Background: an optimization exercise with open tools, aiming at small area, a short achievable clock period and few clock cycles per item. Do not read the settings as production practice.
No run shown here included a check of the RTL's function; only the layout flow was run.
Power figures rest on the tool's default switching activity, not on a simulated workload.

## design/flow/constraint.sdc

```tcl
create_clock -name core_clock -period 5.5 [get_ports {clk}]
set_input_delay 1.1000 -clock core_clock [delete_from_list [all_inputs] [get_ports {clk}]]
set_output_delay 1.1000 -clock core_clock [all_outputs]
set_load 0.01 [all_outputs]
```

## design/flow/design.v

```verilog
module pfde_seq (
    input  wire        clk,
    input  wire        rst,           
    input  wire        cmd_valid,
    output wire        cmd_ready,
    input  wire [15:0] cmd_count,     
    input  wire        in_valid,
    output wire        in_ready,
    input  wire [7:0]  in_data,
    output reg         out_valid,
    input  wire        out_ready,
    output reg  [31:0] out_id,
    output reg         done,          
    output wire        err,
    output wire [3:0]  err_code,
    output reg  [19:0] consumed
);
    localparam [2:0] S_IDLE = 3'd0,
                     S_BV0  = 3'd1,    
                     S_BV1  = 3'd2,    
                     S_BV2  = 3'd3,    
                     S_HDR  = 3'd4,    
                     S_FOR  = 3'd5,    
                     S_CON  = 3'd6,    
                     S_FIN  = 3'd7;    
    reg  [2:0]  state;
    reg  [15:0] rem;        
    reg  [7:0]  bl;         
    reg         lastblk;    
    reg  [5:0]  bw;         
    reg         wide;       
    reg         st2;        
    reg  [31:0] q;          
    reg  [5:0]  bcnt;       
    reg         pv;         
    reg  [15:0] pe;         
    reg         phi;        
    reg         pfin;       
    reg         bv3;        
    reg         ec3, ec2, ec1;    
    assign err_code = {ec3, ec2, ec1, ec3};
    assign err      = ec1;
    function [15:0] rev16(input [15:0] x);
        integer i;
        for (i = 0; i < 16; i = i + 1) rev16[i] = x[15 - i];
    endfunction
    function [7:0] rev8(input [7:0] x);
        integer i;
        for (i = 0; i < 8; i = i + 1) rev8[i] = x[7 - i];
    endfunction
    function [15:0] tmask(input [4:0] k);
        integer i;
        for (i = 0; i < 16; i = i + 1) tmask[i] = (k > i);
    endfunction
    wire out_free = !out_valid || out_ready;
    wire s2_go  = pv && (phi || out_free);
    wire p_free = !pv || s2_go;
    wire [4:0] klo  = wide ? 5'd16 : bw[4:0];             
    wire [4:0] khi  = bw[5] ? 5'd16 : {1'b0, bw[3:0]};    
    wire [4:0] kcur = st2 ? khi : klo;
    wire [15:0] mlo = tmask(klo);
    wire [15:0] mhi = wide ? tmask(khi) : 16'd0;
    wire more1 = (bl[7:1] != 7'd0);                       
    wire more2 = (bl[7:2] != 6'd0) || (bl[1] && bl[0]);   
    wire rem_big = (rem[15:8] != 8'd0) || (rem[7] && (rem[6:0] != 7'd0));
    wire is_for = (state == S_FOR);
    wire is_con = (state == S_CON);
    wire have_lo = (bcnt >= {1'b0, klo});
    wire have_hi = (bcnt >= {1'b0, khi});
    wire have    = st2 ? have_hi : have_lo;
    wire room    = (bcnt <= 6'd23);
    wire [6:0] need = (more1 ? {bw, 1'b0} : {1'b0, bw}) - (st2 ? 7'd16 : 7'd0);
    wire want_for = room && (({1'b0, bcnt} < need) || (wide && more2));
    wire con_full = (bcnt >= bw);
    wire con_run  = bcnt[5] || (bw == 6'd0);
    wire con_pad  = is_con && con_full && !con_run;
    wire step   = is_for && have && p_free;
    wire fin    = !wide || st2;                           
    wire cemit  = is_con && con_run && !pv && out_free;
    wire id_end = (step && fin) || cemit;
    assign in_ready = (state == S_BV0) || (state == S_BV1) || (state == S_BV2) ||
                      (state == S_HDR) || (is_for && want_for) || (is_con && !con_full);
    assign cmd_ready = (state == S_IDLE);
    wire byte_in = in_valid && in_ready;
    wire [46:0] qx  = {q[30:0], 16'd0};
    wire [30:0] sh4 = bcnt[4] ? qx[46:16] : qx[30:0];
    wire [22:0] sh3 = bcnt[3] ? sh4[30:8] : sh4[22:0];
    wire [18:0] sh2 = bcnt[2] ? sh3[22:4] : sh3[18:0];
    wire [16:0] sh1 = bcnt[1] ? sh2[18:2] : sh2[16:0];
    wire [15:0] sh0 = bcnt[0] ? sh1[16:1] : sh1[15:0];
    wire [15:0] ext = rev16(sh0) & (st2 ? mhi : mlo);
    wire [31:0] addend = cemit ? ({rev16(q[15:0]), rev16(q[31:16])} & {mhi, mlo}) :
                         phi   ? {pe, 16'd0} : {16'd0, pe};
    wire [31:0] sum    = out_id + addend + {31'd0, cemit || !phi};
    wire [5:0] bc_in   = bcnt + ((byte_in || con_pad) ? 6'd8 : 6'd0);
    wire [5:0] bc_take = bc_in - {1'b0, kcur};
    wire [5:0] hdr_b    = in_data[5:0];
    wire [1:0] hdr_type = in_data[7:6];
    always @(posedge clk) begin
        if (rst) begin
            state     <= S_IDLE;
            out_valid <= 1'b0;
            pv        <= 1'b0;
            done      <= 1'b0;
        end else begin
            done <= 1'b0;
            if (out_valid && out_ready)
                out_valid <= 1'b0;
            if (byte_in)
                consumed <= consumed + 20'd1;
            if (s2_go || cemit) begin
                out_id <= sum;
                if (s2_go ? pfin : 1'b1)
                    out_valid <= 1'b1;
            end
            if (step) begin
                pv   <= 1'b1;
                pe   <= ext;
                phi  <= st2;
                pfin <= fin;
            end else if (s2_go)
                pv <= 1'b0;
            case (state)
            S_IDLE: begin
                if (cmd_valid) begin
                    consumed <= 20'd0;
                    ec3 <= 1'b0;
                    ec2 <= 1'b0;
                    ec1 <= 1'b0;
                    rem <= cmd_count - 16'd1;
                    state <= (cmd_count == 16'd0) ? S_FIN : S_BV0;
                end
            end
            S_BV0: begin
                if (byte_in) begin
                    bv3 <= in_data[6];
                    if (in_data[7:5] == 3'b111) begin
                        ec1   <= 1'b1;     
                        state <= S_FIN;
                    end else if (!in_data[7]) begin
                        out_id    <= {25'd0, in_data[6:0]};
                        out_valid <= 1'b1;
                        state     <= (rem == 16'd0) ? S_FIN : S_HDR;
                    end else if (!in_data[6]) begin
                        out_id <= {18'd0, in_data[5:0], 8'd0};
                        state  <= S_BV1;
                    end else begin
                        out_id <= {11'd0, in_data[4:0], 16'd0};
                        state  <= S_BV1;
                    end
                end
            end
            S_BV1: begin
                if (byte_in) begin
                    out_id[7:0] <= in_data;
                    if (!bv3) begin
                        out_valid <= 1'b1;
                        state     <= (rem == 16'd0) ? S_FIN : S_HDR;
                    end else
                        state <= S_BV2;
                end
            end
            S_BV2: begin
                if (byte_in) begin
                    out_id[15:8] <= in_data;
                    out_valid    <= 1'b1;
                    state        <= (rem == 16'd0) ? S_FIN : S_HDR;
                end
            end
            S_HDR: begin
                if (byte_in) begin
                    bw   <= hdr_b;
                    wide <= (hdr_b > 6'd16);
                    st2  <= 1'b0;
                    bcnt <= 6'd0;
                    lastblk <= !rem_big;
                    if (rem_big) begin
                        bl  <= 8'd128;
                        rem <= {rem[15:7] - 9'd1, rem[6:0]};
                    end else
                        bl  <= rem[7:0];
                    if (hdr_b > 6'd32) begin
                        ec2   <= 1'b1;     
                        ec1   <= 1'b1;
                        state <= S_FIN;
                    end else if (hdr_type == 2'd3)
                        state <= S_CON;
                    else if (hdr_type == 2'd0)
                        state <= S_FOR;
                    else begin
                        ec3   <= 1'b1;     
                        ec1   <= 1'b1;
                        state <= S_FIN;
                    end
                end
            end
            S_FOR, S_CON: begin
                if (byte_in || con_pad)
                    q <= {q[23:0], byte_in ? rev8(in_data) : 8'd0};
                bcnt <= step ? bc_take : bc_in;
                if (step && wide)
                    st2 <= !st2;
                if (id_end) begin
                    bl <= bl - 8'd1;
                    if (!more1)
                        state <= lastblk ? S_FIN : S_HDR;
                end
            end
            default: begin  
                if (!pv && out_free) begin
                    done  <= 1'b1;
                    state <= S_IDLE;
                end
            end
            endcase
        end
    end
endmodule
```

## design/flow/config.mk

```make
export PLATFORM = sky130hd
export DESIGN_NAME = pfde_seq
export DESIGN_NICKNAME = pfde_seq
export VERILOG_FILES = /design/flow/design.v
export SDC_FILE = /design/flow/constraint.sdc
export NUM_CORES = 4
export LEC_CHECK = 0
export CAP_MARGIN = 20
export CORE_MARGIN = 2
export CORE_UTILIZATION = 40
export SETUP_SLACK_MARGIN = 2.5
export SLEW_MARGIN = 20
```

## design/flow/run.sh

```bash
#!/bin/bash
# synth_recipe.tcl (not shown) runs the flow's synth.tcl, then flattens the netlist and writes it again
# the make line also repeats each setting of config.mk as NAME=value (left out here)
make -C /OpenROAD-flow-scripts/flow DESIGN_CONFIG=/design/flow/config.mk WORK_HOME=/design/flow/orfs CLKGATE_MAP_FILE= SYNTH_SCRIPT=/design/flow/synth_recipe.tcl finish
```

==> results.txt, run 1 <==
FINAL LAYOUT
--------------------------------------------------------------------------------------
Area of the multi-input gates                                                7500 um^2
Count of inserted antenna diode cells                                                0
Area growth, synth to finish                                                     29.3%
Final Net Count                                                                   1533
Fill cell count                                                                   2590
Share of cells above drive strength 1                                            0.202
End-of-flow core utilization                                                     0.524
Final design area excluding fillers                                         15000 um^2
Area taken by flip-flops and latches                                         4470 um^2

GRT
--------------------------------------------------------------------------------------
GR Util All Layers                                                               0.237
Vias in the first global route                                                    9940
First-pass GRT wire length                                                    56300 um
Number of antenna violations at the first check in global routing                    0
Pin count of the biggest net entering global routing                                56
Total congestion overflow after global routing                                       0

SETUP PATH
--------------------------------------------------------------------------------------
Family of cells with the greatest summed delay on the critical path       simple AND/OR/NAND/NOR gates
Dominant cell type by count on the critical path                                  ha_4
Crit path buffers/inverters                                                          2
CP endpoint kind                                                          primary output
CP Cell Sequence                                                          or4_4, nor4_4, buf_4, mux2i_2, ha_4, ha_4, o2111ai_4, a21oi_2, a211o_1, a31oi_4, or3_4, buf_6
Peak per-stage delay on the critical path                                      0.57 ns
CP required                                                                    4.40 ns
Crit Path Class                                                             reg -> out
Data arrival time of the worst path                                            3.61 ns
Highest fanout seen on the critical path                                             2
Critical-path top delay cell                                                     or4_4
Type of element launching the critical path                                       flop
Startpoint of the lowest-slack register-to-register path                         bl[5]
Critical Path Source                                                             bl[5]

CLOCK TREE
--------------------------------------------------------------------------------------
Clock-pin slew of the registers on the worst-case setup and hold paths         0.07 ns
Number of clock sinks                                                              151
Clock latency (worst-skew pair)                                                0.45 ns
Deepest clock path buffer count                                                      2
CTS Buf Count                                                                       17
Root buffer selected by CTS                                                  clkbuf_16
Number of levels in the clock H-tree                                                 4
CTS tree                                                                           yes
Number of buffers inserted by hold repair at cts                                     0

STA
--------------------------------------------------------------------------------------
Clock tree skew after final layout                                           0.0184 ns
Time the worst path needs with I/O delays and setup                            4.71 ns
Setup-failing EPs final                                                              0
Remaining max-slew budget at the tightest pin                                    0.413
Hold violation total from the final report                                           0
Sum of negative setup slack                                                       0 ns
Slew @ Worst Pin                                                              0.877 ns
Max Fclk                                                                       212 MHz
RSZ-0062 raised after global routing                                               yes
Final number of max-transition violations                                            0
Part of the cycle the worst path needs                                           0.857
Worst hold slack across all endpoints                                         0.516 ns

MIN PATH
--------------------------------------------------------------------------------------
Beginning of the worst hold path                                                 q[22]
Tightest Hold Check Type                                                    reg -> reg

DETAILED ROUTING
--------------------------------------------------------------------------------------
Via count                                                                        10653
DRC violation count after routing                                                    0
Routed length per instance                                                     20.0 um
Drt initial violations                                                            1023
Number of antenna-violating nets in the routed design                                0
Number of vias per cell                                                           5.81
Final routed wirelength across all metal layers                               36600 um
First-pass iteration count of the detailed router                                    8

SYNTH
--------------------------------------------------------------------------------------
Number of flops mapped to enable cells by yosys                                    145
Most numerous cell in the Yosys netlist                                       edfxtp_1
Main area contributors after synthesis                                    edfxtp_1, ha_1, o21ai_0, nand2_1, a21oi_1
Number of nets in the synthesized netlist                                         1404
Area fraction of the dominant cell type after synthesis                          0.375
Netlist area before placement                                               11600 um^2
Commonest cells post-synth                                                edfxtp_1, nand2_1, o21ai_0
Cell count after synthesis                                                        1307
Async S/R FF share, synth                                                            0
Number of distinct standard cells referenced by the synthesized netlist             75
Library cell occupying the most area in the post-synthesis netlist            edfxtp_1
Mean instance size in the synthesized netlist                                8.88 um^2
Top_reg_cell synth                                                            edfxtp_1
Number of warning messages in the yosys log                                          1
Sequential share of the synthesized area                                         0.386
Synthesis-stage register bit count                                                 151

PLACE
--------------------------------------------------------------------------------------
Routability Congestion                                                           0.947
Port Buffers                                                                        89
Detailed-placement wirelength estimate                                        25900 um
Placed Instance Area                                                        13300 um^2

DIE
--------------------------------------------------------------------------------------
Core Rows                                                                           62
Total I/O pin count                                                                 90
Chip Height                                                                     174 um
Initial core utilization                                                         0.405
Die X                                                                           174 um
Total die area                                                              30400 um^2
Area of the core region                                                     28600 um^2

POWER
--------------------------------------------------------------------------------------
Power per cell area                                                        315 nW/um^2
Leak                                                                           5.66 nW
Largest vdd supply drop                                                       0.206 mV

JOB
--------------------------------------------------------------------------------------
Maximum Capacitance Violations                                                       0

RUN STATUS
--------------------------------------------------------------------------------------
Result of the run                                                         complete, no violations

## cell usage in the layout, fill, tap and decap left out, types with 20 or more instances in the layout
master           instances
edfxtp_1               145
buf_4                   76
xor2_1                  30
mux2i_1                 37
ha_1                    54
a21oi_1                 86
a211oi_1                20
xnor2_1                 25
clkdlybuf4s50_1         78
o21ai_1                 25
nand3_1                 47
nand2_1                137
inv_1                   36
nor2_1                 100
o21ai_0                 91
a21o_1                  28
## power breakdown
part           switching [mW]  total (mW)  leakage, nW  internal, mW
sequential              0.138        1.59         1.42          1.45
combinational            1.02        1.90         3.95         0.873
clock                   0.584        1.24        0.291         0.654
## final cells by class
type | instances | share of cell area
clock buffer | 17 | 0.0283
tap | 384 | 0.0320
clock inverter | 15 | 0.0117
inverter | 45 | 0.0119
timing repair buffer | 189 | 0.118
multi-input combinational | 1032 | 0.500
sequential | 151 | 0.298
## kinds of logic after synthesis
group / after synthesis / share of synthesized area
fa+ha+maj: 68 / 0.0753
simple gates: 466 / 0.194
xor+xnor: 60 / 0.0453
compound gates: 384 / 0.207
flops: 151 / 0.386
mux: 52 / 0.0502
buf+inv: 126 / 0.0431
## per-layer routing
metal  vias to the layer above  global-route usage  share of wire  routed length, um
met4                         0              0.0928          0.036               1310
met2                       391               0.384           0.47              17400
met1                      5084               0.317           0.43              15700
met3                        84              0.0389          0.063               2300
li1                       5094                   -              -                  -
met5                         -                   0              0                  0
## path summary, 6_finish.rpt
path                                  to  slack [ns]  cells after the start
worst max-delay path            in_ready        0.79                     12
worst min-delay path               q[30]        0.52                      0
worst max register to register   bcnt[5]        0.84                     19
worst min register to register     q[30]        0.52                      0
## flip-flops by register name, summed over array words and instances (netlist names), 3 cells and up
| register | count |
|---|---|
| bcnt | 6 |
| bl | 8 |
| bw | 6 |
| consumed | 20 |
| out_id | 32 |
| pe | 16 |
| q | 32 |
| rem | 16 |
| state | 3 |
## per-stage QoR
| step | setup slack [ns] | std cells | power (mW) |
|---|---|---|---|
| detailed placement | 0.126 | 1739 | 3.21 |
| CTS | 0.803 | 1815 | 4.59 |
| finish | 0.788 | 1833 | 4.73 |
| global route | 0.662 | 1833 | 4.96 |
| global placement | 0.205 | 1739 | 3.19 |
| floorplan | 0.607 | 1307 | 2.67 |
## timing repair
action	in CTS	in global routing
cloned	3	2
buffers inserted	41	16
endpoints found under the setup margin	152	147
pin swaps	65	46
resized for setup	104	81
==> inputs of run 2 (changes only) <==
--- a/design/flow/design.v
+++ b/design/flow/design.v
@@ -6,5 +6,5 @@
     input  wire [15:0] cmd_count,     
     input  wire        in_valid,
-    output wire        in_ready,
+    output reg         in_ready,
     input  wire [7:0]  in_data,
     output reg         out_valid,
@@ -63,4 +63,5 @@
     wire more1 = (bl[7:1] != 7'd0);                       
     wire more2 = (bl[7:2] != 6'd0) || (bl[1] && bl[0]);   
+    wire more3 = (bl[7:2] > 6'd1);                        
     wire rem_big = (rem[15:8] != 8'd0) || (rem[7] && (rem[6:0] != 7'd0));
     wire is_for = (state == S_FOR);
@@ -69,9 +70,14 @@
     wire have_hi = (bcnt >= {1'b0, khi});
     wire have    = st2 ? have_hi : have_lo;
-    wire room    = (bcnt <= 6'd23);
-    wire [6:0] need = (more1 ? {bw, 1'b0} : {1'b0, bw}) - (st2 ? 7'd16 : 7'd0);
-    wire want_for = room && (({1'b0, bcnt} < need) || (wide && more2));
+    wire [6:0] b1 = {1'b0, bw};
+    wire [6:0] b2 = {bw, 1'b0};
+    wire [6:0] thr   = (wide && more2) ? 7'd127 :
+                       ((more1 ? b2 : b1) - (st2 ? 7'd16 : 7'd0));
+    wire [6:0] thr_s = (!wide)        ? (more2 ? b2 : b1) :
+                       (!st2)         ? (more2 ? 7'd127 : ((more1 ? b2 : b1) - 7'd16)) :
+                                        (more3 ? 7'd127 : (more2 ? b2 : b1));
     wire con_full = (bcnt >= bw);
-    wire con_run  = bcnt[5] || (bw == 6'd0);
+    wire con_full8 = ({1'b0, bcnt} + 7'd8 >= b1);
+    wire con_run  = bcnt[5];
     wire con_pad  = is_con && con_full && !con_run;
     wire step   = is_for && have && p_free;
@@ -79,6 +85,4 @@
     wire cemit  = is_con && con_run && !pv && out_free;
     wire id_end = (step && fin) || cemit;
-    assign in_ready = (state == S_BV0) || (state == S_BV1) || (state == S_BV2) ||
-                      (state == S_HDR) || (is_for && want_for) || (is_con && !con_full);
     assign cmd_ready = (state == S_IDLE);
     wire byte_in = in_valid && in_ready;
@@ -90,9 +94,17 @@
     wire [15:0] sh0 = bcnt[0] ? sh1[16:1] : sh1[15:0];
     wire [15:0] ext = rev16(sh0) & (st2 ? mhi : mlo);
-    wire [31:0] addend = cemit ? ({rev16(q[15:0]), rev16(q[31:16])} & {mhi, mlo}) :
+    wire [31:0] addend = cemit ? {rev16(q[15:0]), rev16(q[31:16])} :
                          phi   ? {pe, 16'd0} : {16'd0, pe};
     wire [31:0] sum    = out_id + addend + {31'd0, cemit || !phi};
-    wire [5:0] bc_in   = bcnt + ((byte_in || con_pad) ? 6'd8 : 6'd0);
-    wire [5:0] bc_take = bc_in - {1'b0, kcur};
+    wire [5:0] bc_8   = bcnt + 6'd8;
+    wire [5:0] bc_k   = bcnt - {1'b0, kcur};
+    wire [5:0] bc_8k  = bc_8 - {1'b0, kcur};
+    wire c00 = (bcnt  <= 6'd23) && ({1'b0, bcnt}  < thr);
+    wire c10 = (bc_8  <= 6'd23) && ({1'b0, bc_8}  < thr);
+    wire c01 = (bc_k  <= 6'd23) && ({1'b0, bc_k}  < thr_s);
+    wire c11 = (bc_8k <= 6'd23) && ({1'b0, bc_8k} < thr_s);
+    wire ir_for = step ? (byte_in ? c11 : c01) : (byte_in ? c10 : c00);
+    wire [7:0] cmask = (con_full8 && (bw[2:0] != 3'd0)) ? ~(8'hFF << bw[2:0]) : 8'hFF;
+    wire [7:0] qin   = is_con ? (in_data & cmask) : in_data;
     wire [5:0] hdr_b    = in_data[5:0];
     wire [1:0] hdr_type = in_data[7:6];
@@ -100,4 +112,5 @@
         if (rst) begin
             state     <= S_IDLE;
+            in_ready  <= 1'b0;
             out_valid <= 1'b0;
             pv        <= 1'b0;
@@ -123,4 +136,5 @@
             case (state)
             S_IDLE: begin
+                in_ready <= cmd_valid && (cmd_count != 16'd0);
                 if (cmd_valid) begin
                     consumed <= 20'd0;
@@ -136,9 +150,11 @@
                     bv3 <= in_data[6];
                     if (in_data[7:5] == 3'b111) begin
-                        ec1   <= 1'b1;     
-                        state <= S_FIN;
+                        ec1      <= 1'b1;     
+                        in_ready <= 1'b0;
+                        state    <= S_FIN;
                     end else if (!in_data[7]) begin
                         out_id    <= {25'd0, in_data[6:0]};
                         out_valid <= 1'b1;
+                        in_ready  <= (rem != 16'd0);
                         state     <= (rem == 16'd0) ? S_FIN : S_HDR;
                     end else if (!in_data[6]) begin
@@ -156,4 +172,5 @@
                     if (!bv3) begin
                         out_valid <= 1'b1;
+                        in_ready  <= (rem != 16'd0);
                         state     <= (rem == 16'd0) ? S_FIN : S_HDR;
                     end else
@@ -165,4 +182,5 @@
                     out_id[15:8] <= in_data;
                     out_valid    <= 1'b1;
+                    in_ready     <= (rem != 16'd0);
                     state        <= (rem == 16'd0) ? S_FIN : S_HDR;
                 end
@@ -180,12 +198,14 @@
                     end else
                         bl  <= rem[7:0];
+                    in_ready <= (hdr_type == 2'd0 || hdr_type == 2'd3) &&
+                                (hdr_b <= 6'd32) && (hdr_b != 6'd0);
                     if (hdr_b > 6'd32) begin
                         ec2   <= 1'b1;     
                         ec1   <= 1'b1;
                         state <= S_FIN;
-                    end else if (hdr_type == 2'd3)
+                    end else if (hdr_type == 2'd3 && hdr_b != 6'd0)
                         state <= S_CON;
-                    else if (hdr_type == 2'd0)
-                        state <= S_FOR;
+                    else if (hdr_type == 2'd0 || hdr_type == 2'd3)
+                        state <= S_FOR;      
                     else begin
                         ec3   <= 1'b1;     
@@ -197,15 +217,20 @@
             S_FOR, S_CON: begin
                 if (byte_in || con_pad)
-                    q <= {q[23:0], byte_in ? rev8(in_data) : 8'd0};
-                bcnt <= step ? bc_take : bc_in;
+                    q <= {q[23:0], byte_in ? rev8(qin) : 8'd0};
+                bcnt <= step ? (byte_in ? bc_8k : bc_k) :
+                        ((byte_in || con_pad) ? bc_8 : bcnt);
                 if (step && wide)
                     st2 <= !st2;
+                in_ready <= is_for ? ir_for : (byte_in ? !con_full8 : !con_full);
                 if (id_end) begin
                     bl <= bl - 8'd1;
-                    if (!more1)
-                        state <= lastblk ? S_FIN : S_HDR;
+                    if (!more1) begin
+                        in_ready <= !lastblk;
+                        state    <= lastblk ? S_FIN : S_HDR;
+                    end
                 end
             end
             default: begin  
+                in_ready <= 1'b0;
                 if (!pv && out_free) begin
                     done  <= 1'b1;
==> run 2 against run 1 <==
  * Worst hold slack gained 0.027 ns
  * Fmax grew 17%
  * Clock power shrank 4%
  * Largest power group is now registers
  * Critical endpoint is now out_id[24]
  * Via count grew 9.6%
  * Synthesized area grew 6.3%
==> results.txt, run 2 <==
DETAILED ROUTING
--------------------------------------------------------------------------------------
Drt initial violations                                                            1006   was 1023
DRC violation count after routing                                                    0   unchanged
Number of vias per cell                                                           5.96   was 5.81
Routed length per instance                                                     20.0 um   about the same
First-pass iteration count of the detailed router                                    6   was 8
Number of antenna-violating nets in the routed design                                0   unchanged
Final routed wirelength across all metal layers                               39300 um   was 36600 um
Via count                                                                        11678   was 10653

FINAL LAYOUT
--------------------------------------------------------------------------------------
Area growth, synth to finish                                                     25.4%   was 29.3%
Fill cell count                                                                   2808   was 2590
Most common cell after layout, fill and taps aside                             nand2_1   was edfxtp_1
Leading registers by flop count                                           out_id x32, q x32, consumed x20   unchanged
Commonest non-fill, non-tap cells in the layout                           nand2_1, edfxtp_1, nor2_1, a21oi_1, buf_4   was edfxtp_1, nand2_1, nor2_1, o21ai_0, a21oi_1
Share of cells above drive strength 1                                            0.178   was 0.202
Count of inserted antenna diode cells                                                0   unchanged
Final Net Count                                                                   1663   was 1533

POWER
--------------------------------------------------------------------------------------
Power per cell area                                                        277 nW/um^2   was 315 nW/um^2
Largest vdd supply drop                                                       0.230 mV   was 0.206 mV
Leak                                                                           5.84 nW   was 5.66 nW

CLOCK TREE
--------------------------------------------------------------------------------------
Clock-pin slew of the registers on the worst-case setup and hold paths         0.07 ns   about the same
CTS tree                                                                           yes   unchanged
Deepest clock path buffer count                                                      2   unchanged
Number of levels in the clock H-tree                                                 4   unchanged
Root buffer selected by CTS                                                  clkbuf_16   unchanged
CTS Buf Count                                                                       17   unchanged
Clock latency (worst-skew pair)                                                0.43 ns   was 0.45 ns
Number of clock sinks                                                              152   was 151

STA
--------------------------------------------------------------------------------------
Max Fclk                                                                       249 MHz   was 212 MHz
Remaining max-slew budget at the tightest pin                                    0.481   was 0.413
Final number of max-transition violations                                            0   unchanged
Time the worst path needs with I/O delays and setup                            4.01 ns   was 4.71 ns
Part of the cycle the worst path needs                                           0.730   was 0.857
Sum of negative setup slack                                                       0 ns   unchanged
Worst hold slack across all endpoints                                         0.543 ns   was 0.516 ns
Clock tree skew after final layout                                          0.00932 ns   was 0.0184 ns
Slew @ Worst Pin                                                              0.779 ns   was 0.877 ns
Setup-failing EPs final                                                              0   unchanged
Hold violation total from the final report                                           0   unchanged
RSZ-0062 raised after global routing                                               yes   unchanged

DIE
--------------------------------------------------------------------------------------
Area of the core region                                                     30500 um^2   was 28600 um^2
Total die area                                                              32300 um^2   was 30400 um^2
Core Rows                                                                           64   was 62
Total I/O pin count                                                                 90   unchanged
Die X                                                                           180 um   was 174 um
Chip Height                                                                     180 um   was 174 um
Initial core utilization                                                         0.404   was 0.405

GRT
--------------------------------------------------------------------------------------
Pin count of the biggest net entering global routing                                54   was 56
Number of antenna violations at the first check in global routing                    0   unchanged
Vias in the first global route                                                   10809   was 9940
First-pass GRT wire length                                                    60600 um   was 56300 um
GR Util All Layers                                                               0.235   was 0.237
Total congestion overflow after global routing                                       0   unchanged

SETUP PATH
--------------------------------------------------------------------------------------
CP required                                                                    5.68 ns   was 4.40 ns
Highest fanout seen on the critical path                                             7   was 2
Crit Path Class                                                              in -> reg   was reg -> out
CP endpoint kind                                                                  flop   was primary output
Type of element launching the critical path                                  input pin   was flop
Data arrival time of the worst path                                            4.20 ns   was 3.61 ns

SYNTH
--------------------------------------------------------------------------------------
Number of flops mapped to enable cells by yosys                                    145   unchanged
Number of distinct standard cells referenced by the synthesized netlist             80   was 75
Number of nets in the synthesized netlist                                         1543   was 1404
Number of warning messages in the yosys log                                          1   unchanged
Commonest cells post-synth                                                nand2_1, edfxtp_1, a21oi_1   was edfxtp_1, nand2_1, o21ai_0
Mean instance size in the synthesized netlist                                8.62 um^2   was 8.88 um^2
Netlist area before placement                                               12300 um^2   was 11600 um^2
Most numerous cell in the Yosys netlist                                        nand2_1   was edfxtp_1
Synthesis-stage register bit count                                                 152   was 151
Library cell occupying the most area in the post-synthesis netlist            edfxtp_1   unchanged
Top_reg_cell synth                                                            edfxtp_1   unchanged
Cell count after synthesis                                                        1431   was 1307
Async S/R FF share, synth                                                            0   unchanged
Area fraction of the dominant cell type after synthesis                          0.353   was 0.375
Main area contributors after synthesis                                    edfxtp_1, ha_1, nand2_1, a21oi_1, o21ai_0   was edfxtp_1, ha_1, o21ai_0, nand2_1, a21oi_1
Sequential share of the synthesized area                                         0.364   was 0.386

PLACE
--------------------------------------------------------------------------------------
Port Buffers                                                                        89   unchanged
Detailed-placement wirelength estimate                                        27500 um   was 25900 um
Routability Congestion                                                           0.930   was 0.947

JOB
--------------------------------------------------------------------------------------
Maximum Capacitance Violations                                                       0   unchanged

MIN PATH
--------------------------------------------------------------------------------------
Tightest Hold Check Type                                                    reg -> reg   unchanged

RUN STATUS
--------------------------------------------------------------------------------------
Result of the run                                                         complete, no violations   unchanged

## run 2: what timing repair did
| action | 4_1_cts | 5_1_grt |
|---|---|---|
| resized for setup | 93 | 77 |
| setup buffers | 52 | 25 |
| hold buffers | 0 | 0 |
| cloned | 2 | 0 |
| pin swaps | 52 | 58 |
| endpoints found under the setup margin | 108 | 113 |
## run 2: cells by family after synthesis
group / synth area share
flops: 0.364
fa+ha+maj: 0.0902
buf+inv: 0.0402
simple gates: 0.212
mux: 0.0409
compound gates: 0.199
xor+xnor: 0.0532
## run 2: cell type report
type / instances / area, um^2 / area share
flip-flops and latches: 152 / 4500 / 0.291
clock inverters: 14 / 150 / 0.00971
clock buffers: 18 / 429 / 0.0278
repair buffers: 193 / 1760 / 0.114
inverters: 32 / 131 / 0.00850
multi-input cells: 1155 / 8000 / 0.517
well taps: 396 / 495 / 0.0320
## run 2: stage by stage
stage	power, mW	area (um^2)	utilization	cells	worst slack, ns
after floorplan	2.43	12500	-	1431	0.984
after global placement	2.86	13700	0.448	1849	0.462
after detailed placement	2.87	13700	0.448	1849	0.415
after CTS	4.17	15000	0.492	1935	1.49
after global routing	4.49	15500	0.507	1960	1.29
final	4.28	15500	0.507	1960	1.49
## run 2: power breakdown
part | total (mW) | leakage [nW] | switching (mW) | internal (mW)
combinational | 1.52 | 4.15 | 0.839 | 0.679
sequential | 1.57 | 1.42 | 0.135 | 1.43
clock | 1.19 | 0.272 | 0.520 | 0.671
total | 4.28 | 5.84 | 1.49 | 2.78
## run 2: worst paths after layout
path	depth (start not counted)	slack, ns	end	start
worst max register to register	15	1.65	out_id[24]	state[0]
worst min-delay path	0	0.54	q[29]	q[21]
worst max-delay path	17	1.49	out_id[24]	out_ready
worst min register to register	0	0.54	q[29]	q[21]
## run 2: critical path: stages
cell and delay [ns]:
buf_6 0.07, nand2b_4 0.11, nor2b_4 0.16, and3_4 0.32, o21ai_2 0.08, fa_2 0.36, fa_2 0.40, a211oi_4 0.27
o21ai_2 0.10, buf_4 0.17, nand3_2 0.08, o211ai_1 0.15, a21boi_2 0.24, o21bai_1 0.11, a21oi_1 0.18, mux2i_1 0.20
nand3_1 0.08
## run 2: layer usage
layer | wire (um) | track usage
met3 | 2780 | 0.0379
met1 | 16700 | 0.315
met5 | 0 | 0
met2 | 18600 | 0.390
met4 | 1210 | 0.0751
==> inputs of run 3 (changes only) <==
--- a/design/flow/design.v
+++ b/design/flow/design.v
@@ -94,7 +94,30 @@
     wire [15:0] sh0 = bcnt[0] ? sh1[16:1] : sh1[15:0];
     wire [15:0] ext = rev16(sh0) & (st2 ? mhi : mlo);
-    wire [31:0] addend = cemit ? {rev16(q[15:0]), rev16(q[31:16])} :
-                         phi   ? {pe, 16'd0} : {16'd0, pe};
-    wire [31:0] sum    = out_id + addend + {31'd0, cemit || !phi};
+    wire        sel_con = is_con && !pv;
+    wire [31:0] addend  = sel_con ? {rev16(q[15:0]), rev16(q[31:16])} :
+                          phi     ? {pe, 16'd0} : {16'd0, pe};
+    wire        add_ci  = sel_con || !phi;
+    wire [31:0] ag0 = out_id & addend;
+    wire [31:0] ap0 = out_id ^ addend;
+    wire [31:0] ag [0:5];
+    wire [31:0] ap [0:5];
+    assign ag[0] = {ag0[31:1], ag0[0] | (ap0[0] & add_ci)};
+    assign ap[0] = ap0;
+    genvar lv, bt;
+    generate
+        for (lv = 0; lv < 5; lv = lv + 1) begin : g_lv
+            for (bt = 0; bt < 32; bt = bt + 1) begin : g_bt
+                if (((bt >> lv) & 1) == 1) begin : g_op
+                    localparam integer J = ((bt >> lv) << lv) - 1;
+                    assign ag[lv+1][bt] = ag[lv][bt] | (ap[lv][bt] & ag[lv][J]);
+                    assign ap[lv+1][bt] = ap[lv][bt] & ap[lv][J];
+                end else begin : g_pass
+                    assign ag[lv+1][bt] = ag[lv][bt];
+                    assign ap[lv+1][bt] = ap[lv][bt];
+                end
+            end
+        end
+    endgenerate
+    wire [31:0] sum = ap0 ^ {ag[5][30:0], add_ci};
     wire [5:0] bc_8   = bcnt + 6'd8;
     wire [5:0] bc_k   = bcnt - {1'b0, kcur};
==> run 3 against run 2 <==
  * Still clean
  * Sequential power rose by 3%
  * Synthesized area down 4.1%
  * Core utilization grew 2.4 points
  * Die area fell by 4.1%
  * Sequential share of layout area is 0.22 points higher
  * Critical path depth is 2 higher
  * Total power grew 8.7%
  * Worst hold slack lost 0.056 ns
  * Register-to-register slack better by 0.29 ns
  * Final area fell by 0.60%
  * Non-clock buffer count rose by 11
==> results.txt, run 3 <==
RUN STATUS
--------------------------------------------------------------------------------------
Result of the run                                                         complete, no violations   unchanged

CLOCK TREE
--------------------------------------------------------------------------------------
Clock-pin slew of the registers on the worst-case setup and hold paths         0.08 ns   was 0.07 ns
CTS tree                                                                           yes   unchanged
Clock latency (worst-skew pair)                                                0.45 ns   was 0.43 ns
Number of levels in the clock H-tree                                                 4   unchanged
Deepest clock path buffer count                                                      2   unchanged
Number of clock sinks                                                              152   unchanged
Root buffer selected by CTS                                                  clkbuf_16   unchanged
CTS Buf Count                                                                       17   unchanged

STA
--------------------------------------------------------------------------------------
Clock tree skew after final layout                                           0.0140 ns   was 0.00932 ns
Remaining max-slew budget at the tightest pin                                    0.395   was 0.481
Worst setup slack after layout                                                 1.94 ns   was 1.49 ns
Final number of max-transition violations                                            0   unchanged
Slew @ Worst Pin                                                              0.900 ns   was 0.779 ns
Max Fclk                                                                       281 MHz   was 249 MHz
Time the worst path needs with I/O delays and setup                            3.56 ns   was 4.01 ns
Hold violation total from the final report                                           0   unchanged
RSZ-0062 raised after global routing                                               yes   unchanged
Part of the cycle the worst path needs                                           0.647   was 0.730
Sum of negative setup slack                                                       0 ns   unchanged
Setup-failing EPs final                                                              0   unchanged

SETUP PATH
--------------------------------------------------------------------------------------
Data arrival time of the worst path                                            3.73 ns   was 4.20 ns
Crit path buffers/inverters                                                          3   was 2
CP required                                                                    5.67 ns   was 5.68 ns
Crit. path cell count                                                               19   was 17
Critical Path Source                                                          state[1]   was out_ready
CP endpoint kind                                                                  flop   unchanged
Startpoint of the lowest-slack register-to-register path                      state[1]   was state[0]
Family of cells with the greatest summed delay on the critical path       compound AO/OA/AOI/OAI gates   unchanged
CP Cell Sequence                                                          nor2b_4, nand2_4, nor2_4, buf_12, nand2_4, o21ai_2, fa_2, fa_2, a21oi_2, buf_4, o21ai_2, a21oi_2, buf_4, o21ba_4, o211ai_1, a31oi_1, xor2_1, or3_1, o221ai_2   was buf_6, nand2b_4, nor2b_4, and3_4, o21ai_2, fa_2, fa_2, a211oi_4, o21ai_2, buf_4, nand3_2, o211ai_1, a21boi_2, o21bai_1, a21oi_1, mux2i_1, nand3_1
End point of the critical path                                              out_id[15]   was out_id[24]
Critical-path top delay cell                                                      fa_2   unchanged
Capture instance of the worst register-to-register path                     out_id[15]   was out_id[24]
Depth of the worst register-to-register path                                        19   was 15
Peak per-stage delay on the critical path                                      0.38 ns   was 0.40 ns
Highest fanout seen on the critical path                                             8   was 7
Crit Path Class                                                             reg -> reg   was in -> reg
Type of element launching the critical path                                       flop   was input pin
Worst setup slack for register-to-register paths                               1.94 ns   was 1.65 ns

SYNTH
--------------------------------------------------------------------------------------
Mean instance size in the synthesized netlist                                8.79 um^2   was 8.62 um^2
Synthesis-stage register bit count                                                 152   unchanged
Most numerous cell in the Yosys netlist                                        nand2_1   unchanged
Library cell occupying the most area in the post-synthesis netlist            edfxtp_1   unchanged
Commonest cells post-synth                                                nand2_1, edfxtp_1, nor2_1   was nand2_1, edfxtp_1, a21oi_1
Number of distinct standard cells referenced by the synthesized netlist             76   was 80
Cell count after synthesis                                                        1345   was 1431
Netlist area before placement                                               11800 um^2   was 12300 um^2
Number of warning messages in the yosys log                                          1   unchanged
Async S/R FF share, synth                                                            0   unchanged
Sequential share of the synthesized area                                         0.380   was 0.364
Top_reg_cell synth                                                            edfxtp_1   unchanged
Main area contributors after synthesis                                    edfxtp_1, ha_1, nand2_1, a21oi_1, nor2_1   was edfxtp_1, ha_1, nand2_1, a21oi_1, o21ai_0
Area fraction of the dominant cell type after synthesis                          0.368   was 0.353
Number of flops mapped to enable cells by yosys                                    145   unchanged
Number of nets in the synthesized netlist                                         1459   was 1543

DIE
--------------------------------------------------------------------------------------
Total die area                                                              31000 um^2   was 32300 um^2
Core Rows                                                                           62   was 64
Total I/O pin count                                                                 90   unchanged
Chip Height                                                                     176 um   was 180 um
Die X                                                                           176 um   was 180 um
Initial core utilization                                                         0.409   was 0.404
Area of the core region                                                     28900 um^2   was 30500 um^2

FINAL LAYOUT
--------------------------------------------------------------------------------------
End-of-flow core utilization                                                     0.531   was 0.507
Area growth, synth to finish                                                     30.0%   was 25.4%
Most common cell after layout, fill and taps aside                             nand2_1   unchanged
Commonest non-fill, non-tap cells in the layout                           nand2_1, edfxtp_1, nor2_1, buf_4, a21oi_1   was nand2_1, edfxtp_1, nor2_1, a21oi_1, buf_4
Count of inserted antenna diode cells                                                0   unchanged
Leading registers by flop count                                           out_id x32, q x32, consumed x20   unchanged
Final Net Count                                                                   1607   was 1663
Share of cells above drive strength 1                                            0.213   was 0.178
Post-Layout Cell Count                                                            1889   was 1960

DETAILED ROUTING
--------------------------------------------------------------------------------------
Via count                                                                        11078   was 11678
Number of vias per cell                                                           5.86   was 5.96
Routed length per instance                                                     20.4 um   was 20.0 um
Final routed wirelength across all metal layers                               38600 um   was 39300 um
Drt initial violations                                                            1057   was 1006
Number of antenna-violating nets in the routed design                                0   unchanged
DRC violation count after routing                                                    0   unchanged
First-pass iteration count of the detailed router                                    8   was 6

POWER
--------------------------------------------------------------------------------------
Final Total Pwr                                                                4.65 mW   was 4.28 mW
Leak                                                                           5.86 nW   was 5.84 nW
Power per cell area                                                        302 nW/um^2   was 277 nW/um^2
Largest vdd supply drop                                                       0.292 mV   was 0.230 mV

PLACE
--------------------------------------------------------------------------------------
Number of placed instances with taps included                                     1758   was 1849
Port Buffers                                                                        89   unchanged
Routability Congestion                                                           0.884   was 0.930
Pre-CTS WS                                                                     1.25 ns   was 0.415 ns
Detailed-placement wirelength estimate                                        26800 um   was 27500 um

GRT
--------------------------------------------------------------------------------------
First-pass GRT wire length                                                    58400 um   was 60600 um
Pin count of the biggest net entering global routing                                55   was 54
Total congestion overflow after global routing                                       0   unchanged
Number of antenna violations at the first check in global routing                    0   unchanged
GR Util All Layers                                                               0.244   was 0.235
Vias in the first global route                                                   10532   was 10809

JOB
--------------------------------------------------------------------------------------
Maximum Capacitance Violations                                                       0   unchanged

MIN PATH
--------------------------------------------------------------------------------------
Tightest Hold Check Type                                                    reg -> reg   unchanged

run 3: cells by family after synthesis:
| logic type | Yosys count | synth area share |
|---|---|---|
| compound gates | 376 | 0.198 |
| xor+xnor | 72 | 0.0533 |
| fa+ha+maj | 89 | 0.0978 |
| buf+inv | 122 | 0.0404 |
| flops | 152 | 0.380 |
| mux | 44 | 0.0383 |
| simple gates | 490 | 0.192 |
run 3: how the worst min path moves through the flow:
stage,from,to,slack (ns),cells past startpoint
6_report,q[21],q[29],0.49,0
5_1_grt,q[21],q[29],0.50,0
4_1_cts,q[21],q[29],0.47,0
3_5_place_dp,q[21],q[29],0.47,0
3_3_place_gp,q[21],q[29],0.48,0
2_1_floorplan,q[16],q[24],0.44,0
run 3: cell type report:
cell class	instances	area, um^2
flip-flops and latches	152	4500
multi-input cells	1072	7770
well taps	384	480
clock buffers	17	425
inverters	46	198
fillers	2624	13600
clock inverters	14	140
repair buffers	204	1860
run 3: report_power, final:
group / internal, mW / switching, mW / leakage [nW]
Sequential: 1.46 / 0.144 / 1.42
Combinational: 0.830 / 1.03 / 4.16
Clock: 0.633 / 0.554 / 0.273
Total: 2.92 / 1.72 / 5.86
run 3: repair_timing:
action                     4_1_cts  5_1_grt
gates resized for setup        118       96
pin swaps                       79       74
setup endpoints to repair      121      109
hold buffers                     0        0
gates cloned                     1        0
setup buffers                   62       37
run 3: through the flow:
stage | area (um^2) | hold slack (ns)
floorplan | 12000 | 0.444
global placement | 13200 | 0.482
detailed placement | 13200 | 0.473
CTS | 14800 | 0.471
global route | 15400 | 0.496
finish | 15400 | 0.488
run 3: metal layers:
layer	part of all wire	up-vias	track usage	routed length, um
li1	-	5236	-	-
met1	0.42	5350	0.314	16400
met2	0.49	403	0.413	18700
met3	0.056	89	0.0347	2180
met4	0.034	0	0.0995	1310
met5	0	-	0	0
==> inputs of run 4 (changes only) <==
--- a/design/flow/config.mk
+++ b/design/flow/config.mk
@@ -8,5 +8,5 @@
 export CAP_MARGIN = 20
 export CORE_MARGIN = 2
-export CORE_UTILIZATION = 40
+export CORE_UTILIZATION = 60
 export SETUP_SLACK_MARGIN = 2.5
 export SLEW_MARGIN = 20
==> run 4 against run 3 <==
  * Fmax fell by 2.9%
  * Core utilization rose by 25 points
  * Wire length fell by 2.6%
  * Register-to-register slack got worse by 0.11 ns
  * Clock power barely moved
  * Flip-flop and latch count did not move
  * Highest routed layer unchanged
  * Still clean on timing, DRC and antenna
  * Global-route usage rose by 11 points
  * Sequential power barely moved
  * Critical path type unchanged
  * Critical endpoint is now out_id[31]
  * Worst hold slack improved by 0.026 ns
==> results.txt, run 4 <==
DIE
--------------------------------------------------------------------------------------
Core Rows                                                                           51   was 62
Chip Height                                                                     144 um   was 176 um
Die X                                                                           144 um   was 176 um
Total I/O pin count                                                                 90   unchanged
Initial core utilization                                                         0.610   was 0.409
Total die area                                                              20800 um^2   was 31000 um^2
Area of the core region                                                     19400 um^2   was 28900 um^2

SETUP PATH
--------------------------------------------------------------------------------------
Highest fanout seen on the critical path                                             5   was 8
Crit path buffers/inverters                                                          0   was 3
CP Cell Sequence                                                          nor2b_4, nand2_4, nor2_4, o21ai_4, fa_2, fa_2, a21oi_4, o211ai_1, nand4b_1, a31oi_4, a211oi_4, o41ai_4, a31oi_1, mux2i_1, mux2i_1   was nor2b_4, nand2_4, nor2_4, buf_12, nand2_4, o21ai_2, fa_2, fa_2, a21oi_2, buf_4, o21ai_2, a21oi_2, buf_4, o21ba_4, o211ai_1, a31oi_1, xor2_1, or3_1, o221ai_2
CP required                                                                    5.79 ns   was 5.67 ns
Crit Path Class                                                             reg -> reg   unchanged
End point of the critical path                                              out_id[31]   was out_id[15]
Data arrival time of the worst path                                            3.95 ns   was 3.73 ns
Capture instance of the worst register-to-register path                     out_id[31]   was out_id[15]
Worst setup slack for register-to-register paths                               1.84 ns   was 1.94 ns
Crit. path cell count                                                               15   was 19
Startpoint of the lowest-slack register-to-register path                      state[1]   unchanged
Peak per-stage delay on the critical path                                      0.40 ns   was 0.38 ns
Depth of the worst register-to-register path                                        15   was 19
Critical Path Source                                                          state[1]   unchanged
CP endpoint kind                                                                  flop   unchanged
Type of element launching the critical path                                       flop   unchanged
Critical-path top delay cell                                                      fa_2   unchanged
Family of cells with the greatest summed delay on the critical path       compound AO/OA/AOI/OAI gates   unchanged

CLOCK TREE
--------------------------------------------------------------------------------------
Number of levels in the clock H-tree                                                 4   unchanged
Clock latency (worst-skew pair)                                                0.44 ns   was 0.45 ns
Number of clock sinks                                                              152   unchanged
Number of buffers inserted by hold repair at cts                                     0   unchanged
CTS Buf Count                                                                       17   unchanged
Clock-pin slew of the registers on the worst-case setup and hold paths         0.07 ns   was 0.08 ns
Deepest clock path buffer count                                                      2   unchanged
CTS tree                                                                           yes   unchanged
Root buffer selected by CTS                                                  clkbuf_16   unchanged

SYNTH
--------------------------------------------------------------------------------------
Top_reg_cell synth                                                            edfxtp_1   unchanged
Number of distinct standard cells referenced by the synthesized netlist             76   unchanged
Mean instance size in the synthesized netlist                                8.79 um^2   unchanged
Number of flops mapped to enable cells by yosys                                    145   unchanged
Number of nets in the synthesized netlist                                         1459   unchanged
Number of warning messages in the yosys log                                          1   unchanged
Most numerous cell in the Yosys netlist                                        nand2_1   unchanged
Cell count after synthesis                                                        1345   unchanged
Netlist area before placement                                               11800 um^2   unchanged
Commonest cells post-synth                                                nand2_1, edfxtp_1, nor2_1   unchanged
Library cell occupying the most area in the post-synthesis netlist            edfxtp_1   unchanged
Main area contributors after synthesis                                    edfxtp_1, ha_1, nand2_1, a21oi_1, nor2_1   unchanged
Sequential share of the synthesized area                                         0.380   unchanged
Synthesis-stage register bit count                                                 152   unchanged
Area fraction of the dominant cell type after synthesis                          0.368   unchanged
Async S/R FF share, synth                                                            0   unchanged

DETAILED ROUTING
--------------------------------------------------------------------------------------
Top routing layer in use                                                          met4   unchanged
First-pass iteration count of the detailed router                                    5   was 8
Drt initial violations                                                            1185   was 1057
Number of antenna-violating nets in the routed design                                0   unchanged
DRC violation count after routing                                                    0   unchanged
Length of routed met3 wiring                                                   2840 um   was 2180 um
Number of vias per cell                                                           6.41   was 5.86
Wl on met1                                                                    14300 um   was 16400 um
Routed length per instance                                                     21.3 um   was 20.4 um
Via count                                                                        11325   was 11078
Met2 layer wire length in the routed design                                   18400 um   was 18700 um
Final routed wirelength across all metal layers                               37600 um   was 38600 um

POWER
--------------------------------------------------------------------------------------
Largest vdd supply drop                                                       0.248 mV   was 0.292 mV
Share of total power consumed by net switching                                   0.370   was 0.371
Fraction of power consumed by sequential logic                                   0.351   was 0.345
Cell Int Power                                                                 2.89 mW   was 2.92 mW
Leak                                                                           5.83 nW   was 5.86 nW
Power per cell area                                                        304 nW/um^2   was 302 nW/um^2
NetSw                                                                          1.70 mW   was 1.72 mW
Clk pwr share                                                                    0.253   was 0.255
Final Total Pwr                                                                4.59 mW   was 4.65 mW
Combinational share of power                                                     0.396   was 0.399

FINAL LAYOUT
--------------------------------------------------------------------------------------
Commonest non-fill, non-tap cells in the layout                           nand2_1, edfxtp_1, nor2_1, buf_4, a21oi_1   unchanged
Area growth, synth to finish                                                     27.8%   was 30.0%
Most common cell after layout, fill and taps aside                             nand2_1   unchanged
Count of inserted antenna diode cells                                                0   unchanged
Post-Layout Cell Count                                                            1768   was 1889
Fill cell count                                                                   1365   was 2624
Area taken by flip-flops and latches                                         4500 um^2   unchanged
Leading registers by flop count                                           out_id x32, q x32, consumed x20   unchanged
Share of cells above drive strength 1                                            0.201   was 0.213
Area of the multi-input gates                                                7700 um^2   was 7770 um^2
Final Net Count                                                                   1605   was 1607

STA
--------------------------------------------------------------------------------------
Remaining max-slew budget at the tightest pin                                    0.389   was 0.395
Sum of negative setup slack                                                       0 ns   unchanged
Max Fclk                                                                       273 MHz   was 281 MHz
Setup-failing EPs final                                                              0   unchanged
Part of the cycle the worst path needs                                           0.666   was 0.647
RSZ-0062 raised after global routing                                               yes   unchanged
Hold violation total from the final report                                           0   unchanged
Slew @ Worst Pin                                                              0.915 ns   was 0.900 ns
Time the worst path needs with I/O delays and setup                            3.66 ns   was 3.56 ns
Clock tree skew after final layout                                           0.0123 ns   was 0.0140 ns
Final number of max-transition violations                                            0   unchanged

PLACE
--------------------------------------------------------------------------------------
Number of placed instances with taps included                                     1637   was 1758
Detailed-placement wirelength estimate                                        25000 um   was 26800 um
Routability Congestion                                                            1.01   was 0.884
Port Buffers                                                                        89   unchanged

RUN STATUS
--------------------------------------------------------------------------------------
Result of the run                                                         complete, no violations   unchanged

GRT
--------------------------------------------------------------------------------------
GR Util All Layers                                                               0.353   was 0.244
Number of antenna violations at the first check in global routing                    0   unchanged
Pin count of the biggest net entering global routing                                56   was 55
Total congestion overflow after global routing                                       0   unchanged
First-pass GRT wire length                                                    56000 um   was 58400 um
Vias in the first global route                                                   10330   was 10532

JOB
--------------------------------------------------------------------------------------
Maximum Capacitance Violations                                                       0   unchanged

MIN PATH
--------------------------------------------------------------------------------------
Tightest Hold Check Type                                                    reg -> reg   unchanged

## run 4: changes by cell type in the layout (fill, tap and decap cells not counted), moves of 3 or more
cell,before,now
a21oi_2,22,16
buf_6,19,14
a21oi_1,83,87
nor2_1,123,119
nor2_2,3,7
clkinv_4,5,2
o21ai_1,45,48
## run 4: area by class of cell
cell class	instances	share of cell area
repair buffers	200	0.120
multi-input cells	1074	0.510
flip-flops and latches	152	0.298
inverters	46	0.0128
clock buffers	18	0.0284
clock inverters	13	0.00886
well taps	265	0.0219
## run 4: how the worst min path moves through the flow
| stage | cells after the start | to | slack [ns] | startpoint |
|---|---|---|---|---|
| floorplan | 0 | q[24] | 0.44 | q[16] |
| CTS | 0 | q[25] | 0.51 | q[17] |
| global route | 0 | q[25] | 0.52 | q[17] |
| global placement | 0 | q[25] | 0.49 | q[17] |
| finish | 0 | q[25] | 0.51 | q[17] |
| detailed placement | 0 | q[25] | 0.50 | q[17] |
## run 4: per-layer routing
layer,track usage,vias to the layer above
li1,-,5212
met5,0,-
met2,0.584,612
met4,0.193,0
met1,0.442,5363
met3,0.0606,138
## run 4: stage by stage
| step | util | instance area (um^2) | setup WS, ns | hold WS [ns] |
|---|---|---|---|---|
| after global placement | 0.672 | 13000 | 1.30 | 0.493 |
| final | 0.779 | 15100 | 1.84 | 0.514 |
| after CTS | 0.746 | 14500 | 1.93 | 0.511 |
| after floorplan | - | 12000 | 1.92 | 0.444 |
| after detailed placement | 0.672 | 13000 | 1.16 | 0.497 |
| after global routing | 0.779 | 15100 | 1.70 | 0.515 |
## run 4: power groups by stage
stage,Clock (mW),Combinational (mW),Sequential [mW]
finish,1.16,1.82,1.61
floorplan,0,0.991,1.62
detailed placement,0,1.46,1.64
global placement,0,1.44,1.64
global route,1.21,1.96,1.62
CTS,1.16,1.66,1.60
## run 4: kinds of logic after synthesis
| kind of cell | after synthesis | synth area share |
|---|---|---|
| AND/OR/NAND/NOR | 490 | 0.192 |
| AO/OA/AOI/OAI | 376 | 0.198 |
| flip-flops | 152 | 0.380 |
| buffers and inverters | 122 | 0.0404 |
| adder cells (fa/ha/maj) | 89 | 0.0978 |
| XOR/XNOR | 72 | 0.0533 |
| multiplexers | 44 | 0.0383 |
## run 4: what timing repair did
item / in CTS / in global routing
cloned: 2 / 1
resized for setup: 104 / 83
hold endpoints to repair: 0 / 0
setup endpoints to repair: 128 / 118
buffers inserted: 58 / 39
pin swaps: 80 / 66
==> inputs of run 5 (changes only) <==
--- a/design/flow/design.v
+++ b/design/flow/design.v
@@ -80,5 +80,5 @@
     wire con_full8 = ({1'b0, bcnt} + 7'd8 >= b1);
     wire con_run  = bcnt[5];
-    wire con_pad  = is_con && con_full && !con_run;
+    wire con_pad  = is_con && !in_ready && !con_run;   
     wire step   = is_for && have && p_free;
     wire fin    = !wide || st2;                           
@@ -94,5 +94,5 @@
     wire [15:0] sh0 = bcnt[0] ? sh1[16:1] : sh1[15:0];
     wire [15:0] ext = rev16(sh0) & (st2 ? mhi : mlo);
-    wire        sel_con = is_con && !pv;
+    wire        sel_con = !pv;
     wire [31:0] addend  = sel_con ? {rev16(q[15:0]), rev16(q[31:16])} :
                           phi     ? {pe, 16'd0} : {16'd0, pe};
@@ -123,9 +123,8 @@
     wire [5:0] bc_k   = bcnt - {1'b0, kcur};
     wire [5:0] bc_8k  = bc_8 - {1'b0, kcur};
-    wire c00 = (bcnt  <= 6'd23) && ({1'b0, bcnt}  < thr);
-    wire c10 = (bc_8  <= 6'd23) && ({1'b0, bc_8}  < thr);
-    wire c01 = (bc_k  <= 6'd23) && ({1'b0, bc_k}  < thr_s);
-    wire c11 = (bc_8k <= 6'd23) && ({1'b0, bc_8k} < thr_s);
-    wire ir_for = step ? (byte_in ? c11 : c01) : (byte_in ? c10 : c00);
+    wire [5:0] bcnt_n = step ? (byte_in ? bc_8k : bc_k) :
+                        ((byte_in || con_pad) ? bc_8 : bcnt);
+    wire [6:0] thr_n  = step ? thr_s : thr;
+    wire ir_for = (bcnt_n <= 6'd23) && ({1'b0, bcnt_n} < thr_n);
     wire [7:0] cmask = (con_full8 && (bw[2:0] != 3'd0)) ? ~(8'hFF << bw[2:0]) : 8'hFF;
     wire [7:0] qin   = is_con ? (in_data & cmask) : in_data;
@@ -241,6 +240,5 @@
                 if (byte_in || con_pad)
                     q <= {q[23:0], byte_in ? rev8(qin) : 8'd0};
-                bcnt <= step ? (byte_in ? bc_8k : bc_k) :
-                        ((byte_in || con_pad) ? bc_8 : bcnt);
+                bcnt <= bcnt_n;
                 if (step && wide)
                     st2 <= !st2;
--- a/design/flow/config.mk
+++ b/design/flow/config.mk
@@ -8,5 +8,5 @@
 export CAP_MARGIN = 20
 export CORE_MARGIN = 2
-export CORE_UTILIZATION = 60
+export CORE_UTILIZATION = 40
 export SETUP_SLACK_MARGIN = 2.5
 export SLEW_MARGIN = 20
==> run 5 against run 4 <==
  * Total power down 4.6%
  * Worst setup slack better by 0.20 ns
  * Register-to-register slack better by 0.20 ns
  * Critical endpoint is now in_ready
  * Largest power group unchanged
  * Clock-buffer cell count unchanged
  * Largest cell class unchanged
  * Flip-flop and latch count unchanged
  * Synthesized area down 0.88%
  * Wire length up 2.3%
  * Still clean on timing, DRC and antenna
==> results.txt, run 5 <==
SYNTH
------------------------------------------------------------------------------------------
Number of warning messages in the yosys log                                              1   unchanged
Synthesis-stage register bit count                                                     152   unchanged
Sequential share of the synthesized area                                             0.383   was 0.380
Library cell occupying the most area in the post-synthesis netlist                edfxtp_1   unchanged
Number of nets in the synthesized netlist                                             1440   was 1459
Post-synthesis share of cell area spent on and, or, nand and nor gates               0.200   was 0.192
Area fraction of the dominant cell type after synthesis                              0.371   was 0.368
Share of synthesized cell area in full adder, half adder and majority cells         0.0835   was 0.0978
Top_reg_cell synth                                                                edfxtp_1   unchanged
Main area contributors after synthesis                                        edfxtp_1, ha_1, nand2_1, o21ai_0, nor2_1   was edfxtp_1, ha_1, nand2_1, a21oi_1, nor2_1
Async S/R FF share, synth                                                                0   unchanged
Mean instance size in the synthesized netlist                                    8.77 um^2   was 8.79 um^2
Commonest cells post-synth                                                    nand2_1, edfxtp_1, nor2_1   unchanged
Xor/xnor cell area share of the yosys netlist                                       0.0478   was 0.0533
Number of flops mapped to enable cells by yosys                                        145   unchanged
Number of distinct standard cells referenced by the synthesized netlist                 76   unchanged
Netlist area before placement                                                   11700 um^2   was 11800 um^2
Mux share of post-synthesis cell area                                               0.0501   was 0.0383
Most numerous cell in the Yosys netlist                                            nand2_1   unchanged
Cell count after synthesis                                                            1337   was 1345
Area fraction in compound gates after synthesis                                      0.187   was 0.198
Main combinational cell family by area after synthesis                        simple AND/OR/NAND/NOR gates   was compound AO/OA/AOI/OAI gates

POWER
------------------------------------------------------------------------------------------
Leak                                                                               5.74 nW   was 5.83 nW
Largest vdd supply drop                                                           0.152 mV   was 0.248 mV
Power per cell area                                                            289 nW/um^2   was 304 nW/um^2

FINAL LAYOUT
------------------------------------------------------------------------------------------
Count of inserted antenna diode cells                                                    0   unchanged
Most common cell after layout, fill and taps aside                                 nand2_1   unchanged
Leading registers by flop count                                               out_id x32, q x32, consumed x20   unchanged
Area growth, synth to finish                                                         29.4%   was 27.8%
Commonest non-fill, non-tap cells in the layout                               nand2_1, edfxtp_1, nor2_1, buf_4, clkdlybuf4s50_1   was nand2_1, edfxtp_1, nor2_1, buf_4, a21oi_1
Fill cell count                                                                       2586   was 1365
Final Net Count                                                                       1586   was 1605
Share of cells above drive strength 1                                                0.215   was 0.201

DETAILED ROUTING
------------------------------------------------------------------------------------------
DRC violation count after routing                                                        0   unchanged
First-pass iteration count of the detailed router                                        8   was 5
Number of antenna-violating nets in the routed design                                    0   unchanged
Final routed wirelength across all metal layers                                   38500 um   was 37600 um
Via count                                                                            11001   was 11325
Number of vias per cell                                                               5.85   was 6.41
Routed length per instance                                                         20.5 um   was 21.3 um
Drt initial violations                                                                 835   was 1185

SETUP PATH
------------------------------------------------------------------------------------------
CP endpoint kind                                                                      flop   unchanged
Depth of the worst register-to-register path                                            12   was 15
Crit Path Class                                                                 reg -> reg   unchanged
Data arrival time of the worst path                                                3.81 ns   was 3.95 ns
Type of element launching the critical path                                           flop   unchanged
Highest fanout seen on the critical path                                                 8   was 5
CP required                                                                        5.85 ns   was 5.79 ns
Worst setup slack for register-to-register paths                                   2.04 ns   was 1.84 ns

STA
------------------------------------------------------------------------------------------
Hold violation total from the final report                                               0   unchanged
Remaining max-slew budget at the tightest pin                                        0.457   was 0.389
Final number of max-transition violations                                                0   unchanged
Worst hold slack across all endpoints                                             0.493 ns   was 0.514 ns
Worst setup slack after layout                                                     2.04 ns   was 1.84 ns
Part of the cycle the worst path needs                                               0.629   was 0.666
Clock tree skew after final layout                                               0.0131 ns   was 0.0123 ns
Max Fclk                                                                           289 MHz   was 273 MHz
Time the worst path needs with I/O delays and setup                                3.46 ns   was 3.66 ns
RSZ-0062 raised after global routing                                                   yes   unchanged
Slew @ Worst Pin                                                                  0.813 ns   was 0.915 ns
Sum of negative setup slack                                                           0 ns   unchanged
Setup-failing EPs final                                                                  0   unchanged

DIE
------------------------------------------------------------------------------------------
Die X                                                                               175 um   was 144 um
Core Rows                                                                               62   was 51
Total I/O pin count                                                                     90   unchanged
Chip Height                                                                         175 um   was 144 um
Area of the core region                                                         28800 um^2   was 19400 um^2
Initial core utilization                                                             0.407   was 0.610
Total die area                                                                  30700 um^2   was 20800 um^2

GRT
------------------------------------------------------------------------------------------
GR Util All Layers                                                                   0.244   was 0.353
Total congestion overflow after global routing                                           0   unchanged
Vias in the first global route                                                       10429   was 10330
Pin count of the biggest net entering global routing                                    34   was 56
Number of antenna violations at the first check in global routing                        0   unchanged
First-pass GRT wire length                                                        58300 um   was 56000 um

CLOCK TREE
------------------------------------------------------------------------------------------
CTS tree                                                                               yes   unchanged
Deepest clock path buffer count                                                          2   unchanged
CTS Buf Count                                                                           17   unchanged
Number of clock sinks                                                                  152   unchanged
Clock latency (worst-skew pair)                                                    0.44 ns   about the same
Root buffer selected by CTS                                                      clkbuf_16   unchanged
Number of levels in the clock H-tree                                                     4   unchanged
Clock-pin slew of the registers on the worst-case setup and hold paths             0.07 ns   about the same

PLACE
------------------------------------------------------------------------------------------
Detailed-placement wirelength estimate                                            25700 um   was 25000 um
Routability Congestion                                                               0.925   was 1.01
Pre-CTS WS                                                                        0.888 ns   was 1.16 ns
Port Buffers                                                                            89   unchanged

RUN STATUS
------------------------------------------------------------------------------------------
Result of the run                                                             complete, no violations   unchanged

MIN PATH
------------------------------------------------------------------------------------------
Number of cells on the worst hold path                                                   0   unchanged
Tightest Hold Check Type                                                        reg -> reg   unchanged

JOB
------------------------------------------------------------------------------------------
Maximum Capacitance Violations                                                           0   unchanged

[run 5: metal layers]
| layer | up-vias | routed length (um) | track usage |
|---|---|---|---|
| met3 | 89 | 2060 | 0.0359 |
| li1 | 5192 | - | - |
| met5 | - | 0 | 0 |
| met2 | 437 | 18800 | 0.411 |
| met4 | 0 | 1570 | 0.0986 |
| met1 | 5283 | 16000 | 0.313 |
[run 5: through the flow]
step	power, mW	util	std cells	cell area, um^2
2_1_floorplan	2.48	-	1337	11900
3_3_place_gp	2.93	0.454	1751	13100
3_5_place_dp	2.94	0.454	1751	13100
4_1_cts	4.24	0.503	1850	14500
5_1_grt	4.59	0.527	1880	15200
6_report	4.38	0.527	1880	15200
[run 5: what timing repair did]
item / 4_1_cts / 5_1_grt
buffers inserted: 64 / 28
hold buffers: 0 / 0
cloned: 3 / 2
endpoints found under the setup margin: 133 / 77
gates resized for setup: 130 / 101
pin swaps: 53 / 61
[run 5: cells by family after synthesis]
logic type                 Yosys count
AOI/OAI and AO/OA                  355
DFF                                152
muxes                               53
adders and majority gates           74
buffers and inverters              145
and+or+nand+nor                    494
xor gates and xnor gates            64
[run 5: critical path, cell delays in order (launching register included)]
cell and delay (ns):
edfxtp_1 0.52, nand2b_1 0.25, ha_1 0.24, a2111oi_4 0.38
o21ai_4 0.12, buf_4 0.16, and3_1 0.29, o21ai_0 0.40
ha_1 0.31, a21o_1 0.18, a221oi_2 0.20, a31oi_1 0.14
o31ai_1 0.19
[run 5: layout make-up]
cell class / count / area (um^2) / area share
multi-input cells: 1044 / 7590 / 0.500
flip-flops and latches: 152 / 4500 / 0.297
repair buffers: 196 / 1760 / 0.116
well taps: 384 / 480 / 0.0317
clock buffers: 18 / 429 / 0.0283
inverters: 71 / 284 / 0.0187
clock inverters: 14 / 126 / 0.00833
repair inverters: 1 / 5.00 / 0.000330
[run 5: path summary, 6_finish.rpt]
kind,startpoint,endpoint
hold reg to reg,q[16],q[24]
setup reg to reg,wide,in_ready
setup / recovery,wide,in_ready
hold / removal,q[16],q[24]
[run 5: power by group]
part           internal, mW  switching, mW  total (mW)  leakage [nW]
clock                 0.627          0.525        1.15         0.271
sequential             1.45          0.160        1.61          1.43
combinational         0.733          0.886        1.62          4.04
total                  2.81           1.57        4.38          5.74

[afterwards: timing with drivers on the ports]
Ports are ideal in the flow. The routed layouts listed here were re-timed in OpenROAD. Step 1: set_driving_cell puts a clkbuf_16 on clk and a buf_2 on each other input, an assumption about the parent block. Step 2 moves the port delays by t, midway between the first and last clock arrival at a register: inputs arrive t later, outputs are due t later. That takes back most of the time a late clock gives input paths. Three values: ideal ports, drivers, drivers and shift; two values: the first two.
run	t (ns)	setup slack, ns	worst register clock-pin slew, ns
run 1	0.493	0.788 / 0.737 / 0.749	0.08 / 0.08
run 2	0.474	1.486 / 1.495 / 1.021	0.07 / 0.07
run 3	0.486	1.943 / 1.943 / 1.533	0.08 / 0.08
run 4	0.485	1.836 / 1.836 / 1.665	0.07 / 0.07
run 5	0.480	2.041 / 2.041 / 1.713	0.07 / 0.07
After both steps every run listed still meets setup and hold. For run 2, which loses most, drivers alone change the setup slack by +0.009 ns; drivers and shift together by -0.465 ns.
